This design comes from an exercise in tuning for small area, a short achievable clock period and few clock cycles on the open sky130 flow, not from production work.
Power figures rest on the tool's default switching activity, not on a simulated workload.

==> flow/design.v <==
module kmsig_transport (
    input              clk,
    input              rst,
    input              ev_valid,
    output             ev_ready,
    input      [2:0]   ev_type,
    input      [7:0]   ev_data,
    output reg         ans_valid,
    output reg [1:0]   ans_code,
    output reg [7:0]   ans_byte,
    input              init,
    input      [6:0]   init_addr,
    input              dis,
    input              ui_we,
    input      [1:0]   ui_wave,
    input      [63:0]  ui_freq,
    input      [1:0]   chg_clr,
    output             idle,
    output     [1:0]   wave,
    output     [63:0]  freq,
    output     [135:0] str0,
    output     [135:0] str1,
    output     [1:0]   chg
);
    localparam EV_ADDRW  = 3'd0;
    localparam EV_ADDRR  = 3'd1;
    localparam EV_RXBYTE = 3'd2;
    localparam EV_TXBYTE = 3'd3;
    localparam EV_TERM   = 3'd4;
    localparam EV_BUSERR = 3'd5;
    localparam ANS_NONE = 2'd0;
    localparam ANS_ACK  = 2'd1;
    localparam ANS_NACK = 2'd2;
    localparam ANS_OUT  = 2'd3;
    localparam BS_IDLE = 2'd0;
    localparam BS_RX   = 2'd1;
    localparam BS_TX   = 2'd2;
    localparam [33:0] FMAX  = 34'd12500000000;
    localparam [27:0] RMAX  = 28'd134408602;       
    reg        armed;
    reg [6:0]  slave_addr;
    reg [1:0]  bus_state;
    reg [7:0]  rxbuf [0:7];
    reg [3:0]  rxlen;
    reg [7:0]  txbuf [0:3];
    reg        tx4;           
    reg [2:0]  txidx;
    reg [30:0] resp;          
    reg        resp_valid;    
    reg        pend1;         
    reg        busy;          
    reg [1:0]  div_cnt;
    reg [6:0]  div_rem;
    reg [3:0]  div_a;         
    reg [6:0]  div_b;         
    reg [27:0] fr;            
    reg [3:0]  m_cnt;         
    reg [6:0]  m_carry;
    reg [1:0]  wave_r;
    reg [63:0] freq_r;
    reg [6:0]  s0 [0:14];     
    reg [6:0]  s1 [0:14];
    reg [1:0]  chg_r;
    wire in_rx   = (bus_state == BS_RX);
    wire in_tx   = (bus_state == BS_TX);
    wire [1:0] rx_words = (rxlen[1:0] == 2'd0) ? rxlen[3:2] : 2'd0;
    wire rx_has_words = in_rx && (rx_words != 2'd0);
    assign ev_ready = !(busy && rx_has_words);
    wire accept  = ev_valid && ev_ready;
    wire is_addr = (ev_type == EV_ADDRW) || (ev_type == EV_ADDRR);
    wire ends_rx = (ev_type == EV_TERM) || is_addr;
    wire deliver = accept && ends_rx && rx_has_words;
    wire addr_match = armed && (ev_data[6:0] == slave_addr);
    wire [31:0] word0 = {rxbuf[0], rxbuf[1], rxbuf[2], rxbuf[3]};
    wire [31:0] word1 = {rxbuf[4], rxbuf[5], rxbuf[6], rxbuf[7]};
    wire        exec  = deliver || pend1;
    wire [31:0] w     = pend1 ? word1 : word0;
    wire [2:0]  tag   = w[31:29];
    wire        x_wave = exec && (tag == 3'd0);
    wire        x_freq = exec && (tag == 3'd1);
    wire        x_qry  = exec && (tag == 3'd5);
    wire        x_str  = exec && (tag == 3'd7) && (w[23:21] <= 3'd4);
    wire        sel    = w[25];
    wire [2:0]  slot   = w[23:21];
    function [1:0] enc_wave(input [1:0] idx);
        case (idx)
            2'd0:    enc_wave = 2'b10;    
            2'd1:    enc_wave = 2'b11;    
            2'd2:    enc_wave = 2'b01;    
            default: enc_wave = 2'b00;    
        endcase
    endfunction
    wire [27:0] fr_cmd = (w[28:0] > {1'b0, RMAX}) ? RMAX : w[27:0];
    wire        f_sat = (|freq_r[63:34]) || (freq_r[33:0] > FMAX);
    reg  [9:0]  n_x;                     
    always @(*) begin
        case (div_cnt)
            2'd0:    n_x = freq_r[29:20];
            2'd1:    n_x = freq_r[19:10];
            default: n_x = freq_r[9:0];
        endcase
    end
    reg  [3:0]  n_a;                     
    reg  [6:0]  n_m;                     
    always @(*) begin
        if      (n_x >= 10'd1023) begin n_a = 4'd11; n_m = 7'd127; end
        else if (n_x >= 10'd930)  begin n_a = 4'd10; n_m = 7'd34;  end
        else if (n_x >= 10'd837)  begin n_a = 4'd9;  n_m = 7'd69;  end
        else if (n_x >= 10'd744)  begin n_a = 4'd8;  n_m = 7'd104; end
        else if (n_x >= 10'd651)  begin n_a = 4'd7;  n_m = 7'd11;  end
        else if (n_x >= 10'd558)  begin n_a = 4'd6;  n_m = 7'd46;  end
        else if (n_x >= 10'd465)  begin n_a = 4'd5;  n_m = 7'd81;  end
        else if (n_x >= 10'd372)  begin n_a = 4'd4;  n_m = 7'd116; end
        else if (n_x >= 10'd279)  begin n_a = 4'd3;  n_m = 7'd23;  end
        else if (n_x >= 10'd186)  begin n_a = 4'd2;  n_m = 7'd58;  end
        else if (n_x >= 10'd93)   begin n_a = 4'd1;  n_m = 7'd93;  end
        else                      begin n_a = 4'd0;  n_m = 7'd0;   end
    end
    wire [6:0]  n_b = n_x[6:0] - n_m;    
    wire        d_last = (div_cnt == 2'd3);
    wire [7:0]  d_s  = {1'b0, div_rem} + {1'b0, div_b};        
    wire [8:0]  d_s46 = {1'b0, d_s} + 9'd46;                    
    wire        d_c1 = d_last ? (d_s46 >= 9'd93) : (d_s >= 8'd93);
    wire        d_c2 = d_last && (d_s46 >= 9'd186);
    wire [6:0]  d_rem = d_s[6:0] - (d_c1 ? 7'd93 : 7'd0);
    localparam [127:0] RT0 = 128'h000000000aaaaaaaaaaaaaaaaaaaaaaa;
    localparam [127:0] RT1 = 128'h00000000066666666666666666666666;
    localparam [127:0] RT2 = 128'h0000000014b4b4b4b4b4b4b4b4b4b4b4;
    localparam [127:0] RT3 = 128'h000000000d926d926d926d926d926d92;
    localparam [127:0] RT4 = 128'h0000000016db4924b6db4924b6db4924;
    localparam [127:0] RT5 = 128'h0000000018e38e38c71c71c738e38e38;
    localparam [127:0] RT6 = 128'h000000001f03f03f07e07e07c0fc0fc0;
    localparam [127:0] RT7 = 128'h000000001ffc003ff8007ff800fff000;
    localparam [127:0] RT8 = 128'h000000001fffffc000007fffff000000;
    localparam [127:0] RT9 = 128'h000000001fffffffffff800000000000;
    wire [9:0]  d_r11 = {RT9[div_rem], RT8[div_rem], RT7[div_rem], RT6[div_rem], RT5[div_rem], RT4[div_rem], RT3[div_rem], RT2[div_rem], RT1[div_rem], RT0[div_rem]};
    wire [10:0] d_dig = {1'b0, d_r11} + {7'd0, div_a} + {9'd0, d_c2, d_c1 & !d_c2};
    wire [3:0]  m_dig = freq_r[3:0];
    localparam [15:0] MT0 = 16'haaaa;
    localparam [15:0] MT1 = 16'hcccc;
    localparam [15:0] MT2 = 16'h5a5a;
    localparam [15:0] MT3 = 16'h39c6;
    localparam [15:0] MT4 = 16'hf83e;
    localparam [15:0] MT5 = 16'had54;
    localparam [15:0] MT6 = 16'h9b32;
    localparam [15:0] MT7 = 16'h2da4;
    localparam [15:0] MT8 = 16'hce38;
    localparam [15:0] MT9 = 16'h0fc0;
    localparam [15:0] MT10 = 16'hf000;
    wire [10:0] m_tab = {MT10[m_dig], MT9[m_dig], MT8[m_dig], MT7[m_dig], MT6[m_dig], MT5[m_dig], MT4[m_dig], MT3[m_dig], MT2[m_dig], MT1[m_dig], MT0[m_dig]};
    wire [10:0] m_sum = m_tab + {4'd0, m_carry};
    always @(posedge clk) begin
        if (rst) begin
            armed      <= 1'b0;
            bus_state  <= BS_IDLE;
            resp_valid <= 1'b0;
            ans_valid  <= 1'b0;
            pend1      <= 1'b0;
            busy       <= 1'b1;       
            div_cnt    <= 2'd0;
            m_cnt      <= 4'd0;
        end else begin
            ans_valid <= accept;
            pend1     <= deliver && (rx_words == 2'd2);
            if (accept) begin
                case (ev_type)
                    EV_ADDRW, EV_ADDRR:
                        bus_state <= !addr_match ? BS_IDLE :
                                     (ev_type == EV_ADDRW) ? BS_RX : BS_TX;
                    EV_TERM, EV_BUSERR:
                        bus_state <= BS_IDLE;
                    default: ;
                endcase
            end
            if (dis)
                armed <= 1'b0;
            if (init) begin
                armed      <= 1'b1;
                bus_state  <= BS_IDLE;
                resp_valid <= 1'b0;
            end
            if (x_qry)
                resp_valid <= 1'b1;
            if (ui_we) begin
                busy    <= 1'b1;
                div_cnt <= 2'd0;
            end else if (busy) begin
                busy    <= !d_last;
                div_cnt <= div_cnt + 2'd1;
            end
            if (x_freq)
                m_cnt <= 4'd9;
            else if (m_cnt != 4'd0)
                m_cnt <= m_cnt - 4'd1;
        end
    end
    always @(posedge clk) begin
        if (init)
            slave_addr <= init_addr;
        if (accept) begin
            ans_code <= ANS_NONE;
            case (ev_type)
                EV_ADDRW, EV_ADDRR:
                    ans_code <= addr_match ? ANS_ACK : ANS_NACK;
                EV_RXBYTE:
                    if (in_rx)
                        ans_code <= rxlen[3] ? ANS_NACK : ANS_ACK;
                EV_TXBYTE:
                    if (in_tx)
                        ans_code <= ANS_OUT;
                default: ;
            endcase
        end
        if (accept && ev_type == EV_ADDRW)
            rxlen <= 4'd0;
        if (accept && ev_type == EV_RXBYTE && in_rx && !rxlen[3]) begin
            rxbuf[rxlen[2:0]] <= ev_data;
            rxlen <= rxlen + 4'd1;
        end
        if (accept && ev_type == EV_ADDRR && addr_match) begin
            txbuf[0] <= resp_valid ? resp[7:0] : 8'h00;
            txbuf[1] <= resp[15:8];
            txbuf[2] <= resp[23:16];
            txbuf[3] <= {1'b0, resp[30:24]};
            tx4      <= resp_valid;
            txidx    <= 3'd0;
        end
        if (accept && ev_type == EV_TXBYTE && in_tx) begin
            if (txidx == 3'd0 || (tx4 && !txidx[2])) begin
                ans_byte <= txbuf[txidx[1:0]];
                txidx    <= txidx + 3'd1;
            end else begin
                ans_byte <= 8'hFF;
            end
        end
        if (x_qry)
            resp <= {enc_wave(wave_r), 1'b0, fr};
        if (busy) begin
            div_a   <= n_a;
            div_b   <= n_b;
            div_rem <= (div_cnt == 2'd0) ? {3'd0, freq_r[33:30]} : d_rem;
            if (d_last)
                fr  <= f_sat ? RMAX : {fr[17:0] + {17'd0, d_dig[10]}, d_dig[9:0]};
            else if (div_cnt != 2'd0)
                fr  <= {fr[17:0], d_dig[9:0]};
        end
        if (x_freq)
            fr <= fr_cmd;
        if (x_freq)
            m_carry <= 7'd0;
        else
            m_carry <= m_sum[10:4];
    end
    always @(posedge clk) begin
        if (rst) begin
            wave_r <= 2'd3;
            freq_r <= 64'd0;
            chg_r  <= 2'b00;
        end else begin
            if (x_wave)
                wave_r <= {w[5] | w[2], w[4] | w[1]};
            if (x_freq)
                freq_r <= {35'd0, w[28:0]};
            else if (m_cnt != 4'd0)
                freq_r[35:0] <= {m_sum[3:0], freq_r[35:4]};
            if (ui_we) begin
                wave_r <= ui_wave;
                freq_r <= ui_freq;
            end
            chg_r <= (chg_r | ({1'b0, x_str} << sel)) & ~chg_clr;
        end
    end
    genvar g;
    generate
        for (g = 0; g < 15; g = g + 1) begin : g_str
            localparam [2:0] SL = g / 3;
            localparam       FI = g % 3;
            wire [6:0] fld = (FI == 0) ? w[20:14] : (FI == 1) ? w[13:7] : w[6:0];
            wire hit  = x_str && (slot == SL);
            wire hitz = x_str && (FI == 0) && (g > 0) && (slot == SL - 3'd1);
            always @(posedge clk) begin
                if (rst) begin
                    s0[g] <= 7'd0;
                    s1[g] <= 7'd0;
                end else begin
                    if ((hit || hitz) && !sel) s0[g] <= hit ? fld : 7'd0;
                    if ((hit || hitz) &&  sel) s1[g] <= hit ? fld : 7'd0;
                end
            end
            assign str0[8*g +: 8] = {1'b0, s0[g]};
            assign str1[8*g +: 8] = {1'b0, s1[g]};
        end
    endgenerate
    assign str0[135:120] = 16'd0;
    assign str1[135:120] = 16'd0;
    assign idle = !pend1 && !busy && (m_cnt == 4'd0);
    assign wave = wave_r;
    assign freq = freq_r;
    assign chg  = chg_r;
endmodule
clock: 6.0 ns
lec_check: 0
abc_clock_period_in_ps: 3000
cap_margin: 20
core_margin: 2
core_utilization: 40
place_density: 0.6
setup_slack_margin: 2.5
slew_margin: 20
run.sh (not shown) runs the stock make flow with config.mk's settings and CLKGATE_MAP_FILE= SYNTH_SCRIPT=/design/flow/synth_recipe.tcl, a recipe that flattens the netlist after the stock synthesis.
Then changed:
--- a/flow/design.v
+++ b/flow/design.v
@@ -47,11 +47,12 @@
     reg [2:0]  txidx;
     reg [30:0] resp;          
     reg        resp_valid;    
     reg        pend1;         
     reg        busy;          
-    reg [1:0]  div_cnt;
+    reg [2:0]  div_cnt;
+    reg        div_cy;        
     reg [6:0]  div_rem;
     reg [3:0]  div_a;         
     reg [6:0]  div_b;         
     reg [27:0] fr;            
     reg [3:0]  m_cnt;         
@@ -92,11 +93,11 @@
     endfunction
     wire [27:0] fr_cmd = (w[28:0] > {1'b0, RMAX}) ? RMAX : w[27:0];
     wire        f_sat = (|freq_r[63:34]) || (freq_r[33:0] > FMAX);
     reg  [9:0]  n_x;                     
     always @(*) begin
-        case (div_cnt)
+        case (div_cnt[1:0])
             2'd0:    n_x = freq_r[29:20];
             2'd1:    n_x = freq_r[19:10];
             default: n_x = freq_r[9:0];
         endcase
     end
@@ -115,11 +116,12 @@
         else if (n_x >= 10'd186)  begin n_a = 4'd2;  n_m = 7'd58;  end
         else if (n_x >= 10'd93)   begin n_a = 4'd1;  n_m = 7'd93;  end
         else                      begin n_a = 4'd0;  n_m = 7'd0;   end
     end
     wire [6:0]  n_b = n_x[6:0] - n_m;    
-    wire        d_last = (div_cnt == 2'd3);
+    wire        d_last = (div_cnt == 3'd3);
+    wire        d_fix  = (div_cnt == 3'd4);
     wire [7:0]  d_s  = {1'b0, div_rem} + {1'b0, div_b};        
     wire [8:0]  d_s46 = {1'b0, d_s} + 9'd46;                    
     wire        d_c1 = d_last ? (d_s46 >= 9'd93) : (d_s >= 8'd93);
     wire        d_c2 = d_last && (d_s46 >= 9'd186);
     wire [6:0]  d_rem = d_s[6:0] - (d_c1 ? 7'd93 : 7'd0);
@@ -155,11 +157,11 @@
             bus_state  <= BS_IDLE;
             resp_valid <= 1'b0;
             ans_valid  <= 1'b0;
             pend1      <= 1'b0;
             busy       <= 1'b1;       
-            div_cnt    <= 2'd0;
+            div_cnt    <= 3'd0;
             m_cnt      <= 4'd0;
         end else begin
             ans_valid <= accept;
             pend1     <= deliver && (rx_words == 2'd2);
             if (accept) begin
@@ -181,14 +183,14 @@
             end
             if (x_qry)
                 resp_valid <= 1'b1;
             if (ui_we) begin
                 busy    <= 1'b1;
-                div_cnt <= 2'd0;
+                div_cnt <= 3'd0;
             end else if (busy) begin
-                busy    <= !d_last;
-                div_cnt <= div_cnt + 2'd1;
+                busy    <= !d_fix;
+                div_cnt <= div_cnt + 3'd1;
             end
             if (x_freq)
                 m_cnt <= 4'd9;
             else if (m_cnt != 4'd0)
                 m_cnt <= m_cnt - 4'd1;
@@ -236,14 +238,15 @@
         if (x_qry)
             resp <= {enc_wave(wave_r), 1'b0, fr};
         if (busy) begin
             div_a   <= n_a;
             div_b   <= n_b;
-            div_rem <= (div_cnt == 2'd0) ? {3'd0, freq_r[33:30]} : d_rem;
-            if (d_last)
-                fr  <= f_sat ? RMAX : {fr[17:0] + {17'd0, d_dig[10]}, d_dig[9:0]};
-            else if (div_cnt != 2'd0)
+            div_rem <= (div_cnt == 3'd0) ? {3'd0, freq_r[33:30]} : d_rem;
+            div_cy  <= d_dig[10];
+            if (d_fix)
+                fr  <= f_sat ? RMAX : {fr[27:10] + {17'd0, div_cy}, fr[9:0]};
+            else if (div_cnt != 3'd0)
                 fr  <= {fr[17:0], d_dig[9:0]};
         end
         if (x_freq)
             fr <= fr_cmd;
         if (x_freq)
Effect: The new run ran to the end with no violations. Fmax went up by about a fifth. Clock-buffer cell count went down by 12. Total power went down by a few percent. Die area went up slightly. Global-route usage went down by 0.14 points.
No run of this note included a check of the RTL's function; only the layout flow was run.

==> what the ideal ports hide <==
In the flow no input, the clock included, has a driving cell. The finished layouts below were timed again as built, in two steps.
Step 1 (the two cells are an assumption about what drives the block):
set clk [get_ports {clk}]
set_driving_cell -lib_cell sky130_fd_sc_hd__clkbuf_16 $clk
set_driving_cell -lib_cell sky130_fd_sc_hd__buf_2 [delete_from_list [all_inputs] $clk]
Step 2 moves the port delays by t, midway between the first and last clock arrival at a register: inputs arrive t later, outputs are due t later. That takes back most of the time a late clock gives input paths.
a / b / c = no drivers / after step 1 / after step 2; a / b = the first two.
run	t (ns)	setup WS [ns]	cell pins on the clock port's net
the first run	0.656	0.687 / 0.687 / 0.687	1
the second run	0.672	1.404 / 1.404 / 1.404	1
After both steps setup and hold are still met in every run listed.
